From an optimization exercise on the open Yosys and OpenROAD flow, aimed at small area, a short achievable clock period and few clock cycles; shortcuts taken in it are not production practice. At most, simulation tests tie the RTL to the original design; equivalence was not proved. Power and IR drop assume default switching activity.

==> xenon <==
Design mte_top, start of the top module:
module mte_top (
    input  wire        clk,
    input  wire        rst,         
    input  wire        tick_en,     
    input  wire        clk_rdy,     
    input  wire        req_valid,
    output wire        req_ready,
    input  wire [47:0] req_word,
    output reg         rsp_valid,
    output reg  [2:0]  rsp_code,
    output reg  [31:0] rsp_data
);
    localparam [2:0] R_OK    = 3'd0, R_CFG  = 3'd1, R_HWI   = 3'd2, R_NOTI = 3'd3,
                     R_INTEG = 3'd4, R_BUS  = 3'd5, R_PROTO = 3'd6;
    localparam [2:0] E_IDLE = 3'd0, E_LO2 = 3'd1, E_LO3 = 3'd2, E_LO4 = 3'd3,
                     E_WD2  = 3'd4, E_WD3 = 3'd5, E_WD4 = 3'd6, E_SL1 = 3'd7;
    function [8:0] st4;
        input [6:0] r;
        input [1:0] v;
        reg   [8:0] t;
        reg         ge1, ge2, ge3;
        begin
            t   = {r, v};
            ge1 = t >= 9'd125;
            ge2 = t >= 9'd250;
            ge3 = t >= 9'd375;
            st4 = ge3 ? {t[6:0] + 7'd9, 2'd3} :
                  ge2 ? {t[6:0] + 7'd6, 2'd2} :
                  ge1 ? {t[6:0] + 7'd3, 2'd1} : {t[6:0], 2'd0};
        end
    endfunction
    function [14:0] div8;
        input [6:0] r;
        input [7:0] x;
        reg   [6:0] rr;
        reg   [7:0] q;
        reg   [8:0] s;
        integer k;
        begin
            rr = r;
            for (k = 3; k >= 0; k = k - 1) begin
                s = st4(rr, x[2*k+1 -: 2]);
                q[2*k+1 -: 2] = s[1:0];
                rr = s[8:2];
            end
            div8 = {rr, q};
        end
    endfunction
    reg        run;
    reg [31:0] fin;
    reg [12:0] tsf;         
    reg        inexact;
    reg [12:0] pd;          
    reg        rx;          
    reg [3:0]  fcnt;
    reg        dvalid;      
    reg [31:0] cnt;
    reg        ovfp;
    reg [31:0] wrap;
    reg        wsat;
    reg        ovr;
    reg        pv0, pv1, pf0, pf1;
    reg [31:0] sw0, sw1, sc0, sc1;
    reg [22:0] qwr;         
    reg [6:0]  r7r;
    reg [31:0] mslo;        
    reg [6:0]  wkr;
    reg        l_ok, c_hi, c_lo, cport;
    reg        dsrc;        
    reg        dlo;         
    reg        dpend;       
    reg [2:0]  est;
    reg        ready_r;
    assign req_ready = ready_r;
    reg         rst_q, tick_q, rdy_q, acc;
    reg  [47:0] word_q;
  ...
Settings: LEC_CHECK=0, ABC_AREA=1, CAP_MARGIN=20, CORE_MARGIN=2, CORE_UTILIZATION=40, SLEW_MARGIN=20; clock period 55.0 ns.
run.sh (not shown) runs the stock make flow with config.mk's settings and CLKGATE_MAP_FILE= SYNTH_SCRIPT=/design/flow/synth_recipe.tcl, a recipe that flattens the netlist after the stock synthesis.
==> quartz (differences from xenon) <==
--- a/flow/design.v
+++ b/flow/design.v
@@ -69,28 +69,38 @@
     reg        dsrc;        
     reg        dlo;         
     reg        dpend;       
     reg [2:0]  est;
     reg        ready_r;
+    reg [15:0] spq;         
+    reg [6:0]  spr;         
+    reg [1:0]  spl;         
     assign req_ready = ready_r;
-    reg         rst_q, tick_q, rdy_q, acc;
-    reg  [47:0] word_q;
+    wire        i_fmt  = !req_word[44] && req_word[46:45] == 2'd2 && req_word[33:32] == 2'd0;
+    wire        i_g    = req_word[43:37] == 7'd0;
+    wire        i_p    = req_word[43:38] == 6'b000100;
+    reg         rst_q, tick_q, rdy_q, acc, snap_q;
+    reg         t_wr, fmt_ok, g_page, p_page, p;
+    reg  [2:0]  t_idx;
+    reg  [31:0] t_dat;
     always @(posedge clk) begin
         rst_q  <= rst;
         tick_q <= tick_en;
         rdy_q  <= clk_rdy;
         acc    <= req_valid & ready_r & !rst;
-        word_q <= req_word;
+        snap_q <= req_valid & ready_r & !rst & req_word[47] & i_fmt & i_p &
+                  req_word[36:34] == 3'd0;
+        t_wr   <= req_word[47];
+        fmt_ok <= i_fmt;
+        g_page <= i_g;
+        p_page <= i_p;
+        p      <= req_word[37];
+        t_idx  <= req_word[36:34];
+        t_dat  <= req_word[31:0];
     end
-    wire        t_wr  = word_q[47];
-    wire [11:0] t_off = word_q[43:32];
-    wire [31:0] t_dat = word_q[31:0];
-    wire [2:0]  t_idx = t_off[4:2];
-    wire        p     = t_off[5];
-    wire fmt_ok = !word_q[44] && word_q[46:45] == 2'd2 && t_off[1:0] == 2'd0;
-    wire g_map  = t_off[11:5] == 7'd0;
-    wire p_map  = t_off[11:6] == 6'b000100 && !(t_idx[2] && t_idx[1]);
+    wire g_map  = g_page;
+    wire p_map  = p_page && !(t_idx[2] && t_idx[1]);
     wire g_w    = fmt_ok && g_map && t_wr;             
     wire g_r    = fmt_ok && g_map && !t_wr;            
     wire p_w    = fmt_ok && p_map && t_wr;
     wire p_r    = fmt_ok && p_map && !t_wr;
     wire wr_cmd  = g_w && t_idx == 3'd0;
@@ -109,11 +119,11 @@
     wire dat2    = t_dat == 32'd2;
     wire op_init  = acc && wr_cmd && dat1;
     wire op_shut  = acc && wr_cmd && dat2;
     wire init_ok  = op_init && !run && !cfg_bad && rdy_q;
     wire op_fin   = acc && wr_fin;
-    wire op_snap  = acc && wr_snap && run;
+    wire op_snap  = snap_q && run;
     wire op_wcnt  = acc && wr_cnt && run;
     wire op_wwrap = acc && wr_wrap && run;
     wire res_ok   = rd_res && run && pv && !pf;        
     wire [31:0] swc  = cport ? sw1 : sw0;
     wire [31:0] scc  = cport ? sc1 : sc0;
@@ -127,12 +137,23 @@
             E_LO4:   begin b_r = wkr; b_x = scc[10:3]; end
             E_WD2:   begin b_r = {2'd0, wsrc[31:27]}; b_x = wsrc[26:19]; end
             E_WD3:   begin b_r = r7r; b_x = wsrc[18:11]; end
             E_WD4:   begin b_r = r7r; b_x = wsrc[10:3]; end
             E_SL1:   begin b_r = r7r; b_x = {swc[2:0], scc[31:27]}; end
-            default: begin b_r = r7r; b_x = {wrap[2:0], cnt[31:27]}; end   
+            default: if (spl == 2'd1) begin                          
+                         b_r = spr; b_x = cnt[26:19];
+                     end else begin
+                         b_r = r7r; b_x = {wrap[2:0], cnt[31:27]};
+                     end
         endcase
+        if (op_snap) begin               
+            if (spl == 2'd2) begin
+                b_r = spr; b_x = cnt[18:11];
+            end else begin
+                b_r = r7r; b_x = {wrap[2:0], cnt[31:27]};
+            end
+        end
     end
     wire [14:0] b_o  = div8(b_r, b_x);
     wire [6:0]  b_ro = b_o[14:8];
     wire [7:0]  b_q  = b_o[7:0];
     wire [31:0] lo_now = {mslo[23:0], b_q};         
@@ -176,20 +197,15 @@
         | ({32{res_ok && t_idx == 3'd2}} & (p ? sc1 : sc0))
         | ({32{res_ok && t_idx == 3'd3}} & (p ? sw1 : sw0))
         | ({32{res_ok && t_idx == 3'd4}} & (c_lo ? mslo : lo_now))
         | ({32{res_ok && t_idx == 3'd5}} & {9'd0, qwr});
     always @(posedge clk) begin
-        if (rst_q || rst) begin          
+        if (rst_q || rst)                
             rsp_valid <= 1'b0;
-            rsp_code  <= 3'd0;
-        end else if (emit) begin
-            rsp_valid <= 1'b1;
-            rsp_code  <= R_OK;
-        end else begin
-            rsp_valid <= acc & !ms_miss & !ms_wait;
-            rsp_code  <= nx_code;
-        end
+        else
+            rsp_valid <= emit | (acc & !ms_miss & !ms_wait);
+        rsp_code <= emit ? R_OK : nx_code;
         if (emit)
             rsp_data <= dlo ? lo_now : {9'd0, hi_now};
         else
             rsp_data <= nx_data;
     end
@@ -226,12 +242,12 @@
             l_ok_n = 1'b1;
         if (!dsrc && w_change && (est == E_WD2 || est == E_WD3 || est == E_WD4))
             est_n = E_WD2;               
         if (est_n == E_IDLE && !l_ok_n && !dpend_n)
             est_n = E_WD2;
-        if (op_snap)                     
-            est_n = (est == E_IDLE) ? E_LO2 : E_SL1;
+        if (op_snap)
+            est_n = (spl == 2'd2) ? E_LO4 : E_LO2;
         if (ms_wait)
             dpend_n = 1'b1;
         if (ms_miss) begin
             dpend_n = 1'b1;
             est_n   = (ms_lo_rd && cport == p && c_hi) ? E_SL1 : E_WD2;
@@ -245,11 +261,11 @@
     wire run_n    = rst_q ? 1'b0 : init_ok ? 1'b1 : op_shut ? 1'b0 : run;
     wire dvalid_n = rst_q ? 1'b1 : op_fin ? 1'b0 : (f_busy && fcnt == 4'd13) ? 1'b1 : dvalid;
     reg cport_n, c_lo_n, c_hi_n, dsrc_n, dlo_n;
     always @(*) begin
         cport_n = cport; c_lo_n = c_lo; c_hi_n = c_hi; dsrc_n = dsrc; dlo_n = dlo;
-        if (est == E_LO4)          c_lo_n = 1'b1;
+        if (est == E_LO4 && !op_snap) c_lo_n = 1'b1;
         if (est == E_WD2 && !dsrc) c_hi_n = 1'b0;
         if (est == E_WD4 && dsrc)  c_hi_n = 1'b1;
         if (emit)                  dsrc_n = 1'b0;
         if (op_snap) begin
             cport_n = p; c_hi_n = 1'b1; c_lo_n = 1'b0; dsrc_n = 1'b0;
@@ -282,11 +298,16 @@
     wire       raw_msr = !req_word[47] && req_word[43:38] == 6'b000100 && r_idx[2:1] == 2'b10;
     wire       raw_hit = cport_n == req_word[37] &&
                          (r_idx[0] ? c_hi_n : (c_lo_n || est_n == E_LO4));
     wire       risky   = req_valid && ready_r && (raw_cfw || (raw_msr && !raw_hit));
     wire       ready_n = !rst && ok2 && (run_n || dvalid_n) && !risky;
+    wire sp_lost = rst_q || !l_ok || w_change || op_wcnt || init_ok ||
+                   (tick && &cnt[18:0]);
+    wire [1:0] spl_n = sp_lost ? 2'd0 :
+                       (est == E_IDLE && !op_snap && spl != 2'd2) ? spl + 2'd1 : spl;
     always @(posedge clk) begin
+        spl     <= spl_n;
         est     <= est_n;
         l_ok    <= l_ok_n;
         dpend   <= dpend_n;
         ready_r <= ready_n;
         cport   <= cport_n;
@@ -349,18 +370,23 @@
                 run <= 1'b0;
             if (init_ok || op_shut) begin
                 ovfp <= 1'b0; wrap <= 32'd0; wsat <= 1'b0; ovr <= 1'b0;
                 pv0 <= 1'b0; pv1 <= 1'b0; pf0 <= 1'b0; pf1 <= 1'b0;
             end
-            case (est)
+            if (!op_snap) case (est)
                 E_LO2, E_LO3, E_SL1: begin wkr <= b_ro; mslo <= lo_now; end
                 E_LO4: mslo <= lo_now;
                 E_WD2, E_WD3, E_WD4: begin r7r <= b_ro; qwr <= hi_now; end
                 default: ;
             endcase
-            if (op_snap && est == E_IDLE) begin
-                wkr       <= b_ro;
-                mslo[7:0] <= b_q;
+            if (op_snap) begin
+                wkr <= b_ro;
+                if (spl == 2'd2) mslo[23:0] <= {spq, b_q};
+                else             mslo[7:0]  <= b_q;
+            end
+            if (est == E_IDLE && !op_snap && spl != 2'd2) begin
+                spq <= {spq[7:0], b_q};
+                spr <= b_ro;
             end
         end
     end
 endmodule
==> flow/config.mk (replaced) <==
export PLATFORM = sky130hd
export DESIGN_NAME = mte_top
export DESIGN_NICKNAME = mte_top
export VERILOG_FILES = /design/flow/design.v
export SDC_FILE = /design/flow/constraint.sdc
export NUM_CORES = 4
export LEC_CHECK = 0
export CAP_MARGIN = 20
export CORE_MARGIN = 2
export CORE_UTILIZATION = 40
export SLEW_MARGIN = 20
==> notes <==
- First-iteration DRC count: xenon is higher than quartz (32%).
- Of quartz and xenon, xenon has the higher register-to-register slack (gap 2.4 ns).
- Flip-flop and latch count: quartz is higher than xenon (18).
- Against quartz, the design area of xenon is lower by about 2.7%.
- Sequential share of layout area: xenon is lower than quartz (1.0 points).
- In quartz the maximum frequency is smaller than in xenon, by 0.20%.
- Clock-buffer cell count is the same in quartz and xenon.
- Of xenon and quartz, xenon has the higher final cell count (gap 14%, measured against quartz).
- Of xenon and quartz, xenon has the higher power (gap about 60%, measured against quartz).
Testbench counts of xenon, summed over its fixed seeds: cycles 14,000.
No functional check of the RTL was part of quartz.

==> run a: inputs <==
Another version of the RTL of mte_top (not shown whole).
// mte_top
module mte_top (
    input  wire        clk,
    input  wire        rst,         
    input  wire        tick_en,     
    input  wire        clk_rdy,     
    input  wire        req_valid,
    output wire        req_ready,
    input  wire [47:0] req_word,
    output reg         rsp_valid,
    output reg  [2:0]  rsp_code,
    output reg  [31:0] rsp_data
);
    localparam [2:0] R_OK    = 3'd0, R_CFG  = 3'd1, R_HWI   = 3'd2, R_NOTI = 3'd3,
                     R_INTEG = 3'd4, R_BUS  = 3'd5, R_PROTO = 3'd6;
    localparam [2:0] E_IDLE = 3'd0, E_LO2 = 3'd1, E_LO3 = 3'd2, E_LO4 = 3'd3,
                     E_WD2  = 3'd4, E_WD3 = 3'd5, E_WD4 = 3'd6, E_SL1 = 3'd7;
    function [14:0] div8;
        input [6:0] r;
        input [7:0] x;
        reg   [6:0] rr, y, c;
        reg   [7:0] q;
        integer k, j;
        begin
            rr = r;
            for (k = 7; k >= 0; k = k - 1) begin
                y    = {rr[5:0], x[k]};
                q[k] = rr[6] | (&rr[5:1] & (rr[0] | x[k]));
                c[0] = 1'b1;
                c[1] = y[0];
                c[2] = y[1] | y[0];
                for (j = 3; j < 7; j = j + 1)
                    c[j] = c[j-1] & y[j-1];
                rr[0] = y[0] ^ q[k];
                rr[1] = y[1] ^ (q[k] & ~y[0]);
                for (j = 2; j < 7; j = j + 1)
                    rr[j] = y[j] ^ (q[k] & c[j]);
            end
            div8 = {rr, q};
        end
    endfunction
    reg        run;
    reg [31:0] fin;
    reg [12:0] tsf;         
    reg        inexact;
    reg [12:0] pd;          
    reg        rx;          
    reg [3:0]  fcnt;
    reg        dvalid;      
  ...
export LEC_CHECK = 0
export ABC_AREA = 1
export CAP_MARGIN = 20
export CORE_MARGIN = 2
export CORE_UTILIZATION = 40
export SLEW_MARGIN = 20
create_clock -name core_clock -period 55.0 [get_ports {clk}]
==> run b: changes against run a <==
- ABC_AREA: 1 -> unset
==> comparison <==
In run a the power is larger than in run b, by 15%. Against run b, the worst setup slack of run a is worse by 3100 ps. Against run b, the combinational power of run a is larger by about 30%. Die area: run b is larger than run a (4.1%).
==> figures <==
Sequential fraction of design power: run b 0.300; run a 0.272
Area enclosed by the die boundary: run b 60490 um2; run a 58090 um2
Maximum net fanout on the critical path: run b 64; run a 44
Grt met2 use: run b 0.4439; run a 0.5216
Result of the run: run b finished clean; run a finished clean
Number of distinct library cells after synthesis: run b 126; run a 67
Area taken by flip-flops and latches: run b 9763 um2; run a 9759 um2
Routed length on met3: run b 9.570 mm; run a 10.02 mm
Post-route cell area: run b 26350 um2; run a 25880 um2
Number of ordinary and repair buffers in the finished layout: run b 130; run a 138
Testbench counts of run a, summed over its fixed seeds: cycles 13,598.
Testbench counts of run b, summed over its fixed seeds: cycles 13,598.

==> indigo <==
RTL: one of the versions met above, not the one the previous note started from.
==> flow/config.mk <==
export PLATFORM = sky130hd
export DESIGN_NAME = mte_top
export DESIGN_NICKNAME = mte_top
export VERILOG_FILES = /design/flow/design.v
export SDC_FILE = /design/flow/constraint.sdc
export NUM_CORES = 4
export LEC_CHECK = 0
export CAP_MARGIN = 20
export CORE_MARGIN = 2
export CORE_UTILIZATION = 40
export SLEW_MARGIN = 20
==> flow/constraint.sdc <==
create_clock -name core_clock -period 55.0 [get_ports {clk}]
set_input_delay 11.0000 -clock core_clock [delete_from_list [all_inputs] [get_ports {clk}]]
set_output_delay 11.0000 -clock core_clock [all_outputs]
set_load 0.01 [all_outputs]
==> violet: changes against indigo <==
--- a/flow/design.v
+++ b/flow/design.v
@@ -11,42 +11,31 @@
     output reg  [31:0] rsp_data
 );
     localparam [2:0] R_OK    = 3'd0, R_CFG  = 3'd1, R_HWI   = 3'd2, R_NOTI = 3'd3,
                      R_INTEG = 3'd4, R_BUS  = 3'd5, R_PROTO = 3'd6;
     localparam [2:0] E_IDLE = 3'd0, E_LO2 = 3'd1, E_LO3 = 3'd2, E_LO4 = 3'd3,
                      E_WD2  = 3'd4, E_WD3 = 3'd5, E_WD4 = 3'd6, E_SL1 = 3'd7;
-    function [8:0] st4;
-        input [6:0] r;
-        input [1:0] v;
-        reg   [8:0] t;
-        reg         ge1, ge2, ge3;
-        begin
-            t   = {r, v};
-            ge1 = t >= 9'd125;
-            ge2 = t >= 9'd250;
-            ge3 = t >= 9'd375;
-            st4 = ge3 ? {t[6:0] + 7'd9, 2'd3} :
-                  ge2 ? {t[6:0] + 7'd6, 2'd2} :
-                  ge1 ? {t[6:0] + 7'd3, 2'd1} : {t[6:0], 2'd0};
-        end
-    endfunction
     function [14:0] div8;
         input [6:0] r;
         input [7:0] x;
-        reg   [6:0] rr;
+        reg   [7:0] a;
+        reg   [9:0] s1;
+        reg   [2:0] a2;
+        reg   [7:0] s2;
+        reg         c;
         reg   [7:0] q;
-        reg   [8:0] s;
-        integer k;
+        reg   [6:0] m;
         begin
-            rr = r;
-            for (k = 3; k >= 0; k = k - 1) begin
-                s = st4(rr, x[2*k+1 -: 2]);
-                q[2*k+1 -: 2] = s[1:0];
-                rr = s[8:2];
-            end
-            div8 = {rr, q};
+            a  = {r, x[7]};
+            s1 = {1'b0, a, 1'b0} + {2'b0, a} + {3'b0, x[6:0]};
+            a2 = s1[9:7];
+            s2 = {1'b0, s1[6:0]} + {4'b0, a2, 1'b0} + {5'b0, a2};
+            c  = s2 >= 8'd125;
+            q  = a + {5'b0, a2} + {7'b0, c};
+            m  = c ? s2[6:0] + 7'd3 : s2[6:0];
+            div8 = {m, q};
         end
     endfunction
     reg        run;
     reg [31:0] fin;
     reg [12:0] tsf;         
     reg        inexact;
@@ -68,30 +57,40 @@
     reg        l_ok, c_hi, c_lo, cport;
     reg        dsrc;        
     reg        dlo;         
     reg        dpend;       
     reg [2:0]  est;
     reg        ready_r;
+    reg [15:0] spq;         
+    reg [6:0]  spr;         
+    reg [1:0]  spl;         
     assign req_ready = ready_r;
-    reg         rst_q, tick_q, rdy_q, acc;
-    reg  [47:0] word_q;
+    wire        i_fmt  = !req_word[44] && req_word[46:45] == 2'd2 && req_word[33:32] == 2'd0;
+    wire        i_g    = req_word[43:37] == 7'd0;
+    wire        i_p    = req_word[43:38] == 6'b000100;
+    reg         rst_q, tick_q, rdy_q, acc, snap_q;
+    reg         t_wr, fmt_ok, g_page, p_page, p;
+    reg  [2:0]  t_idx;
+    reg  [31:0] t_dat;
     always @(posedge clk) begin
         rst_q  <= rst;
         tick_q <= tick_en;
         rdy_q  <= clk_rdy;
         acc    <= req_valid & ready_r & !rst;
-        word_q <= req_word;
+        snap_q <= req_valid & ready_r & !rst & req_word[47] & i_fmt & i_p &
+                  req_word[36:34] == 3'd0;
+        t_wr   <= req_word[47];
+        fmt_ok <= i_fmt;
+        g_page <= i_g;
+        p_page <= i_p;
+        p      <= req_word[37];
+        t_idx  <= req_word[36:34];
+        t_dat  <= req_word[31:0];
     end
-    wire        t_wr  = word_q[47];
-    wire [11:0] t_off = word_q[43:32];
-    wire [31:0] t_dat = word_q[31:0];
-    wire [2:0]  t_idx = t_off[4:2];
-    wire        p     = t_off[5];
-    wire fmt_ok = !word_q[44] && word_q[46:45] == 2'd2 && t_off[1:0] == 2'd0;
-    wire g_map  = t_off[11:5] == 7'd0;
-    wire p_map  = t_off[11:6] == 6'b000100 && !(t_idx[2] && t_idx[1]);
+    wire g_map  = g_page;
+    wire p_map  = p_page && !(t_idx[2] && t_idx[1]);
     wire g_w    = fmt_ok && g_map && t_wr;             
     wire g_r    = fmt_ok && g_map && !t_wr;            
     wire p_w    = fmt_ok && p_map && t_wr;
     wire p_r    = fmt_ok && p_map && !t_wr;
     wire wr_cmd  = g_w && t_idx == 3'd0;
     wire wr_fin  = g_w && t_idx == 3'd2;
@@ -108,13 +107,13 @@
     wire dat1    = t_dat == 32'd1;
     wire dat2    = t_dat == 32'd2;
     wire op_init  = acc && wr_cmd && dat1;
     wire op_shut  = acc && wr_cmd && dat2;
     wire init_ok  = op_init && !run && !cfg_bad && rdy_q;
     wire op_fin   = acc && wr_fin;
-    wire op_snap  = acc && wr_snap && run;
+    wire op_snap  = snap_q && run;
     wire op_wcnt  = acc && wr_cnt && run;
     wire op_wwrap = acc && wr_wrap && run;
     wire res_ok   = rd_res && run && pv && !pf;        
     wire [31:0] swc  = cport ? sw1 : sw0;
     wire [31:0] scc  = cport ? sc1 : sc0;
     wire [31:0] wsrc = dsrc ? swc : wrap;
@@ -126,14 +125,25 @@
             E_LO3:   begin b_r = wkr; b_x = scc[18:11]; end
             E_LO4:   begin b_r = wkr; b_x = scc[10:3]; end
             E_WD2:   begin b_r = {2'd0, wsrc[31:27]}; b_x = wsrc[26:19]; end
             E_WD3:   begin b_r = r7r; b_x = wsrc[18:11]; end
             E_WD4:   begin b_r = r7r; b_x = wsrc[10:3]; end
             E_SL1:   begin b_r = r7r; b_x = {swc[2:0], scc[31:27]}; end
-            default: begin b_r = r7r; b_x = {wrap[2:0], cnt[31:27]}; end   
+            default: if (spl == 2'd1) begin                          
+                         b_r = spr; b_x = cnt[26:19];
+                     end else begin
+                         b_r = r7r; b_x = {wrap[2:0], cnt[31:27]};
+                     end
         endcase
+        if (op_snap) begin               
+            if (spl == 2'd2) begin
+                b_r = spr; b_x = cnt[18:11];
+            end else begin
+                b_r = r7r; b_x = {wrap[2:0], cnt[31:27]};
+            end
+        end
     end
     wire [14:0] b_o  = div8(b_r, b_x);
     wire [6:0]  b_ro = b_o[14:8];
     wire [7:0]  b_q  = b_o[7:0];
     wire [31:0] lo_now = {mslo[23:0], b_q};         
     wire [22:0] hi_now = {qwr[14:0], b_q};          
@@ -175,22 +185,17 @@
         | ({32{rd_pst}} & {29'd0, pf, pv, 1'b0})
         | ({32{res_ok && t_idx == 3'd2}} & (p ? sc1 : sc0))
         | ({32{res_ok && t_idx == 3'd3}} & (p ? sw1 : sw0))
         | ({32{res_ok && t_idx == 3'd4}} & (c_lo ? mslo : lo_now))
         | ({32{res_ok && t_idx == 3'd5}} & {9'd0, qwr});
     always @(posedge clk) begin
-        if (rst_q || rst) begin          
+        if (rst_q || rst)                
             rsp_valid <= 1'b0;
-            rsp_code  <= 3'd0;
-        end else if (emit) begin
-            rsp_valid <= 1'b1;
-            rsp_code  <= R_OK;
-        end else begin
-            rsp_valid <= acc & !ms_miss & !ms_wait;
-            rsp_code  <= nx_code;
-        end
+        else
+            rsp_valid <= emit | (acc & !ms_miss & !ms_wait);
+        rsp_code <= emit ? R_OK : nx_code;
         if (emit)
             rsp_data <= dlo ? lo_now : {9'd0, hi_now};
         else
             rsp_data <= nx_data;
     end
     wire clk_step = run && rdy_q && tick_q;
@@ -225,14 +230,14 @@
         if (est == E_WD4 && !dsrc && !w_change)
             l_ok_n = 1'b1;
         if (!dsrc && w_change && (est == E_WD2 || est == E_WD3 || est == E_WD4))
             est_n = E_WD2;               
         if (est_n == E_IDLE && !l_ok_n && !dpend_n)
             est_n = E_WD2;
-        if (op_snap)                     
-            est_n = (est == E_IDLE) ? E_LO2 : E_SL1;
+        if (op_snap)
+            est_n = (spl == 2'd2) ? E_LO4 : E_LO2;
         if (ms_wait)
             dpend_n = 1'b1;
         if (ms_miss) begin
             dpend_n = 1'b1;
             est_n   = (ms_lo_rd && cport == p && c_hi) ? E_SL1 : E_WD2;
         end
@@ -244,13 +249,13 @@
     end
     wire run_n    = rst_q ? 1'b0 : init_ok ? 1'b1 : op_shut ? 1'b0 : run;
     wire dvalid_n = rst_q ? 1'b1 : op_fin ? 1'b0 : (f_busy && fcnt == 4'd13) ? 1'b1 : dvalid;
     reg cport_n, c_lo_n, c_hi_n, dsrc_n, dlo_n;
     always @(*) begin
         cport_n = cport; c_lo_n = c_lo; c_hi_n = c_hi; dsrc_n = dsrc; dlo_n = dlo;
-        if (est == E_LO4)          c_lo_n = 1'b1;
+        if (est == E_LO4 && !op_snap) c_lo_n = 1'b1;
         if (est == E_WD2 && !dsrc) c_hi_n = 1'b0;
         if (est == E_WD4 && dsrc)  c_hi_n = 1'b1;
         if (emit)                  dsrc_n = 1'b0;
         if (op_snap) begin
             cport_n = p; c_hi_n = 1'b1; c_lo_n = 1'b0; dsrc_n = 1'b0;
         end
@@ -264,30 +269,39 @@
         end
         if (rst_q) begin
             c_hi_n = 1'b0; c_lo_n = 1'b0; dsrc_n = 1'b0;
         end
     end
     wire   l_ok2 = (l_ok_n || (est_n == E_WD4 && !dsrc_n)) && !wrap_ev;
+    wire   hit0l = !cport_n && (c_lo_n || est_n == E_LO4);
+    wire   hit1l =  cport_n && (c_lo_n || est_n == E_LO4);
+    wire   hit0h = !cport_n && c_hi_n;
+    wire   hit1h =  cport_n && c_hi_n;
     reg    ok2;
     always @(*) begin
         case (est_n)
             E_IDLE, E_LO4:       ok2 = l_ok2;       
             E_SL1, E_LO2, E_LO3: ok2 = l_ok2 && !dpend_n;
             E_WD4:               ok2 = !dsrc_n && !dpend_n && !wrap_ev;
             default:             ok2 = 1'b0;
         endcase
     end
-    wire [2:0] r_idx   = req_word[36:34];
-    wire       raw_cfw = req_word[47] && req_word[43:37] == 7'd0 &&
-                         (r_idx == 3'd0 || r_idx == 3'd2 || r_idx == 3'd7);
-    wire       raw_msr = !req_word[47] && req_word[43:38] == 6'b000100 && r_idx[2:1] == 2'b10;
-    wire       raw_hit = cport_n == req_word[37] &&
-                         (r_idx[0] ? c_hi_n : (c_lo_n || est_n == E_LO4));
+    wire       raw_cfw = req_word[47] && !req_word[40] &&                   
+                         ((!req_word[36] && !req_word[34]) ||
+                          (req_word[36] && req_word[35] && req_word[34]));
+    wire       raw_hit = req_word[37] ? (req_word[34] ? hit1h : hit1l)
+                                      : (req_word[34] ? hit0h : hit0l);
+    wire       raw_msr = !req_word[47] && req_word[40] && req_word[36] && !req_word[35];
     wire       risky   = req_valid && ready_r && (raw_cfw || (raw_msr && !raw_hit));
     wire       ready_n = !rst && ok2 && (run_n || dvalid_n) && !risky;
+    wire sp_lost = rst_q || !l_ok || w_change || op_wcnt || init_ok ||
+                   (tick && &cnt[18:0]);
+    wire [1:0] spl_n = sp_lost ? 2'd0 :
+                       (est == E_IDLE && !op_snap && spl != 2'd2) ? spl + 2'd1 : spl;
     always @(posedge clk) begin
+        spl     <= spl_n;
         est     <= est_n;
         l_ok    <= l_ok_n;
         dpend   <= dpend_n;
         ready_r <= ready_n;
         cport   <= cport_n;
         c_lo    <= c_lo_n;
@@ -348,19 +362,24 @@
             if (op_shut)
                 run <= 1'b0;
             if (init_ok || op_shut) begin
                 ovfp <= 1'b0; wrap <= 32'd0; wsat <= 1'b0; ovr <= 1'b0;
                 pv0 <= 1'b0; pv1 <= 1'b0; pf0 <= 1'b0; pf1 <= 1'b0;
             end
-            case (est)
+            if (!op_snap) case (est)
                 E_LO2, E_LO3, E_SL1: begin wkr <= b_ro; mslo <= lo_now; end
                 E_LO4: mslo <= lo_now;
                 E_WD2, E_WD3, E_WD4: begin r7r <= b_ro; qwr <= hi_now; end
                 default: ;
             endcase
-            if (op_snap && est == E_IDLE) begin
-                wkr       <= b_ro;
-                mslo[7:0] <= b_q;
+            if (op_snap) begin
+                wkr <= b_ro;
+                if (spl == 2'd2) mslo[23:0] <= {spq, b_q};
+                else             mslo[7:0]  <= b_q;
+            end
+            if (est == E_IDLE && !op_snap && spl != 2'd2) begin
+                spq <= {spq[7:0], b_q};
+                spr <= b_ro;
             end
         end
     end
 endmodule
==> flow/flow/run.sh (new file) <==
#!/bin/bash
# The standard layout (standard.sh: the standard synthesis and ORFS steps),
# with one change: the buffer that buffer_ports puts on every input and output
# port is sky130_fd_sc_hd__buf_2 instead of the one it picks by default.
# make's full output goes to flow_make.log here; ORFS keeps each step's log
# under orfs/logs/.
set -euo pipefail
bash standard.sh 'BUFFER_PORTS_ARGS=-buffer_cell sky130_fd_sc_hd__buf_2' finish > flow_make.log 2>&1
==> flow/standard.sh (new file) <==
#!/bin/bash
# synth_recipe.tcl (not shown) runs the flow's synth.tcl, then flattens the netlist and writes it again
# the make line also repeats each setting of config.mk as NAME=value (left out here)
make -C /OpenROAD-flow-scripts/flow DESIGN_CONFIG=/design/flow/config.mk WORK_HOME=/design/flow/orfs CLKGATE_MAP_FILE= SYNTH_SCRIPT=/design/flow/synth_recipe.tcl "${@:-finish}"
removed: flow/run.sh
==> garnet: changes against indigo <==
--- a/flow/design.v
+++ b/flow/design.v
@@ -69,29 +69,36 @@
     reg        dsrc;        
     reg        dlo;         
     reg        dpend;       
     reg [2:0]  est;
     reg        ready_r;
     assign req_ready = ready_r;
-    reg         rst_q, tick_q, rdy_q, acc;
-    reg  [47:0] word_q;
+    wire        i_fmt  = !req_word[44] && req_word[46:45] == 2'd2 && req_word[33:32] == 2'd0;
+    wire        i_g    = req_word[43:37] == 7'd0;
+    wire        i_p    = req_word[43:38] == 6'b000100;
+    reg         rst_q, tick_q, rdy_q, acc, snap_q;
+    reg         t_wr, fmt_ok, g_page, p_page, p;
+    reg  [2:0]  t_idx;
+    reg  [31:0] t_dat;
     always @(posedge clk) begin
         rst_q  <= rst;
         tick_q <= tick_en;
         rdy_q  <= clk_rdy;
         acc    <= req_valid & ready_r & !rst;
-        word_q <= req_word;
+        snap_q <= req_valid & ready_r & !rst & req_word[47] & i_fmt & i_p &
+                  req_word[36:34] == 3'd0;
+        t_wr   <= req_word[47];
+        fmt_ok <= i_fmt;
+        g_page <= i_g;
+        p_page <= i_p;
+        p      <= req_word[37];
+        t_idx  <= req_word[36:34];
+        t_dat  <= req_word[31:0];
     end
-    wire        t_wr  = word_q[47];
-    wire [11:0] t_off = word_q[43:32];
-    wire [31:0] t_dat = word_q[31:0];
-    wire [2:0]  t_idx = t_off[4:2];
-    wire        p     = t_off[5];
-    wire fmt_ok = !word_q[44] && word_q[46:45] == 2'd2 && t_off[1:0] == 2'd0;
-    wire g_map  = t_off[11:5] == 7'd0;
-    wire p_map  = t_off[11:6] == 6'b000100 && !(t_idx[2] && t_idx[1]);
+    wire g_map  = g_page;
+    wire p_map  = p_page && !(t_idx[2] && t_idx[1]);
     wire g_w    = fmt_ok && g_map && t_wr;             
     wire g_r    = fmt_ok && g_map && !t_wr;            
     wire p_w    = fmt_ok && p_map && t_wr;
     wire p_r    = fmt_ok && p_map && !t_wr;
     wire wr_cmd  = g_w && t_idx == 3'd0;
     wire wr_fin  = g_w && t_idx == 3'd2;
@@ -108,13 +115,13 @@
     wire dat1    = t_dat == 32'd1;
     wire dat2    = t_dat == 32'd2;
     wire op_init  = acc && wr_cmd && dat1;
     wire op_shut  = acc && wr_cmd && dat2;
     wire init_ok  = op_init && !run && !cfg_bad && rdy_q;
     wire op_fin   = acc && wr_fin;
-    wire op_snap  = acc && wr_snap && run;
+    wire op_snap  = snap_q && run;
     wire op_wcnt  = acc && wr_cnt && run;
     wire op_wwrap = acc && wr_wrap && run;
     wire res_ok   = rd_res && run && pv && !pf;        
     wire [31:0] swc  = cport ? sw1 : sw0;
     wire [31:0] scc  = cport ? sc1 : sc0;
     wire [31:0] wsrc = dsrc ? swc : wrap;
@@ -128,12 +135,15 @@
             E_WD2:   begin b_r = {2'd0, wsrc[31:27]}; b_x = wsrc[26:19]; end
             E_WD3:   begin b_r = r7r; b_x = wsrc[18:11]; end
             E_WD4:   begin b_r = r7r; b_x = wsrc[10:3]; end
             E_SL1:   begin b_r = r7r; b_x = {swc[2:0], scc[31:27]}; end
             default: begin b_r = r7r; b_x = {wrap[2:0], cnt[31:27]}; end   
         endcase
+        if (op_snap) begin               
+            b_r = r7r; b_x = {wrap[2:0], cnt[31:27]};                    
+        end
     end
     wire [14:0] b_o  = div8(b_r, b_x);
     wire [6:0]  b_ro = b_o[14:8];
     wire [7:0]  b_q  = b_o[7:0];
     wire [31:0] lo_now = {mslo[23:0], b_q};         
     wire [22:0] hi_now = {qwr[14:0], b_q};          
@@ -175,22 +185,17 @@
         | ({32{rd_pst}} & {29'd0, pf, pv, 1'b0})
         | ({32{res_ok && t_idx == 3'd2}} & (p ? sc1 : sc0))
         | ({32{res_ok && t_idx == 3'd3}} & (p ? sw1 : sw0))
         | ({32{res_ok && t_idx == 3'd4}} & (c_lo ? mslo : lo_now))
         | ({32{res_ok && t_idx == 3'd5}} & {9'd0, qwr});
     always @(posedge clk) begin
-        if (rst_q || rst) begin          
+        if (rst_q || rst)                
             rsp_valid <= 1'b0;
-            rsp_code  <= 3'd0;
-        end else if (emit) begin
-            rsp_valid <= 1'b1;
-            rsp_code  <= R_OK;
-        end else begin
-            rsp_valid <= acc & !ms_miss & !ms_wait;
-            rsp_code  <= nx_code;
-        end
+        else
+            rsp_valid <= emit | (acc & !ms_miss & !ms_wait);
+        rsp_code <= emit ? R_OK : nx_code;
         if (emit)
             rsp_data <= dlo ? lo_now : {9'd0, hi_now};
         else
             rsp_data <= nx_data;
     end
     wire clk_step = run && rdy_q && tick_q;
@@ -225,14 +230,14 @@
         if (est == E_WD4 && !dsrc && !w_change)
             l_ok_n = 1'b1;
         if (!dsrc && w_change && (est == E_WD2 || est == E_WD3 || est == E_WD4))
             est_n = E_WD2;               
         if (est_n == E_IDLE && !l_ok_n && !dpend_n)
             est_n = E_WD2;
-        if (op_snap)                     
-            est_n = (est == E_IDLE) ? E_LO2 : E_SL1;
+        if (op_snap)
+            est_n = E_LO2;
         if (ms_wait)
             dpend_n = 1'b1;
         if (ms_miss) begin
             dpend_n = 1'b1;
             est_n   = (ms_lo_rd && cport == p && c_hi) ? E_SL1 : E_WD2;
         end
@@ -244,13 +249,13 @@
     end
     wire run_n    = rst_q ? 1'b0 : init_ok ? 1'b1 : op_shut ? 1'b0 : run;
     wire dvalid_n = rst_q ? 1'b1 : op_fin ? 1'b0 : (f_busy && fcnt == 4'd13) ? 1'b1 : dvalid;
     reg cport_n, c_lo_n, c_hi_n, dsrc_n, dlo_n;
     always @(*) begin
         cport_n = cport; c_lo_n = c_lo; c_hi_n = c_hi; dsrc_n = dsrc; dlo_n = dlo;
-        if (est == E_LO4)          c_lo_n = 1'b1;
+        if (est == E_LO4 && !op_snap) c_lo_n = 1'b1;
         if (est == E_WD2 && !dsrc) c_hi_n = 1'b0;
         if (est == E_WD4 && dsrc)  c_hi_n = 1'b1;
         if (emit)                  dsrc_n = 1'b0;
         if (op_snap) begin
             cport_n = p; c_hi_n = 1'b1; c_lo_n = 1'b0; dsrc_n = 1'b0;
         end
@@ -348,19 +353,19 @@
             if (op_shut)
                 run <= 1'b0;
             if (init_ok || op_shut) begin
                 ovfp <= 1'b0; wrap <= 32'd0; wsat <= 1'b0; ovr <= 1'b0;
                 pv0 <= 1'b0; pv1 <= 1'b0; pf0 <= 1'b0; pf1 <= 1'b0;
             end
-            case (est)
+            if (!op_snap) case (est)
                 E_LO2, E_LO3, E_SL1: begin wkr <= b_ro; mslo <= lo_now; end
                 E_LO4: mslo <= lo_now;
                 E_WD2, E_WD3, E_WD4: begin r7r <= b_ro; qwr <= hi_now; end
                 default: ;
             endcase
-            if (op_snap && est == E_IDLE) begin
+            if (op_snap) begin
                 wkr       <= b_ro;
                 mslo[7:0] <= b_q;
             end
         end
     end
 endmodule
==> summary of the runs <==
- In garnet the sequential power is smaller than in indigo, by about 1%.
- Clock skew: indigo < violet < garnet.
- The lowest clock-buffer cell count belongs to garnet, the highest to violet.
- In fmax, garnet and indigo hardly differ.
- Routed wire length, highest first: violet, garnet, indigo.
- Via count: garnet > violet > indigo.
- Synthesized cell count: violet is smaller than indigo (about 2.4%).
- The highest synthesized area belongs to garnet, the lowest to indigo.
- In critical path depth, garnet and violet do not differ.
- Flip-flop and latch count, highest first: violet, indigo, garnet.
- Against indigo, the power of garnet is higher by 6.6%.
==> figures <==
metric                                                        indigo       garnet       violet
Run status                                  timing/DRC/antenna clean  timing/DRC/antenna clean  timing/DRC/antenna clean
Final core utilization                                         46.2%        46.3%        45.9%
Xor and xnor fraction of the mapped netlist area               4.15%        3.78%        4.03%
Maximum ir drop on the vdd rail                          0.0000229 V  0.0000196 V  0.0000805 V
Power in sequential cells                                     361 uW       357 uW       468 uW
Worst hold slack after final layout                           469 ps       474 ps       452 ps
Crit path arrival time                                       1500 ps      1510 ps      1380 ps
Synth Area in Compound Gates                                   19.3%        21.1%        15.8%
Crit Reg-Reg Endpoint                                         r7r[5]       wkr[6]       spq[7]
Clock buf/inv share                                            6.29%        6.48%        6.76%
Leading cell type in the layout, fill and taps excluded       nor2_1      nand2_1     edfxtp_1
Beginning of the worst hold path                             ready_r      ready_r       spq[5]
Clk. pwr                                                      333 uW       348 uW       360 uW
Uppermost layer routed                                          met4         met5         met4
Layout Nets                                                     2463         2536         2452
Clock buffer cells                                                68           66           76
Multi-input combinational cell count                            1723         1789         1646
Min Tclk post-route                                         12500 ps     12510 ps     12380 ps
TritonRoute pass-1 iters                                           6            6            5
Transition time at the pin with the least slew margin        1050 ps      1130 ps      1060 ps
Adder-cell area share of the yosys netlist                     1.96%        1.91%        2.63%
Endpoint of the worst hold path                                  acc          acc      spq[13]
DRT Wirelength                                              77400 um     86700 um     86800 um
Testbench counts of indigo, summed over its fixed seeds: cycles 14,000.
Testbench counts of violet, summed over its fixed seeds: cycles 12,534.
Function not checked in garnet: the RTL went through the layout flow alone.

==> re-timing with driven ports <==
Ports are ideal in the flow. The routed layouts listed here were re-timed in OpenROAD. Step 1: set_driving_cell puts a clkbuf_16 on clk and a buf_2 on each other input, an assumption about the parent block. Step 2, shift: input delay + t, output delay - t, t = (earliest + latest rising clock arrival at the registers) / 2. This alone moves slack from input paths to output paths. Three values: ideal, step 1, step 2; two values: the first two.
| run | t (ns) | setup slack, ns | clock arrival spread, ns | slew at the worst register clock pin (ns) | pins driven straight from the clock port |
|---|---|---|---|---|---|
| xenon | 0.657 | 42.526 / 42.472 / 42.118 | 0.037 / 0.037 | 0.07 / 0.07 | 1 |
| quartz | 0.662 | 42.501 / 42.444 / 42.207 | 0.033 / 0.032 | 0.06 / 0.06 | 1 |
| run a | 0.639 | 36.412 / 36.327 / 35.687 | 0.031 / 0.031 | 0.07 / 0.07 | 1 |
| run b | 0.651 | 39.470 / 39.505 / 38.854 | 0.022 / 0.022 | 0.07 / 0.07 | 1 |
| indigo | 0.649 | 42.498 / 42.443 / 42.355 | 0.044 / 0.044 | 0.06 / 0.06 | 1 |
| violet | 0.656 | 42.619 / 42.556 / 42.601 | 0.046 / 0.046 | 0.07 / 0.07 | 1 |
| garnet | 0.666 | 42.487 / 42.423 / 42.231 | 0.062 / 0.062 | 0.07 / 0.07 | 1 |
After both steps setup and hold are still met in every run listed. The setup slack of run a, which loses most, moves by -0.085 ns with the drivers and by -0.725 ns with both steps.
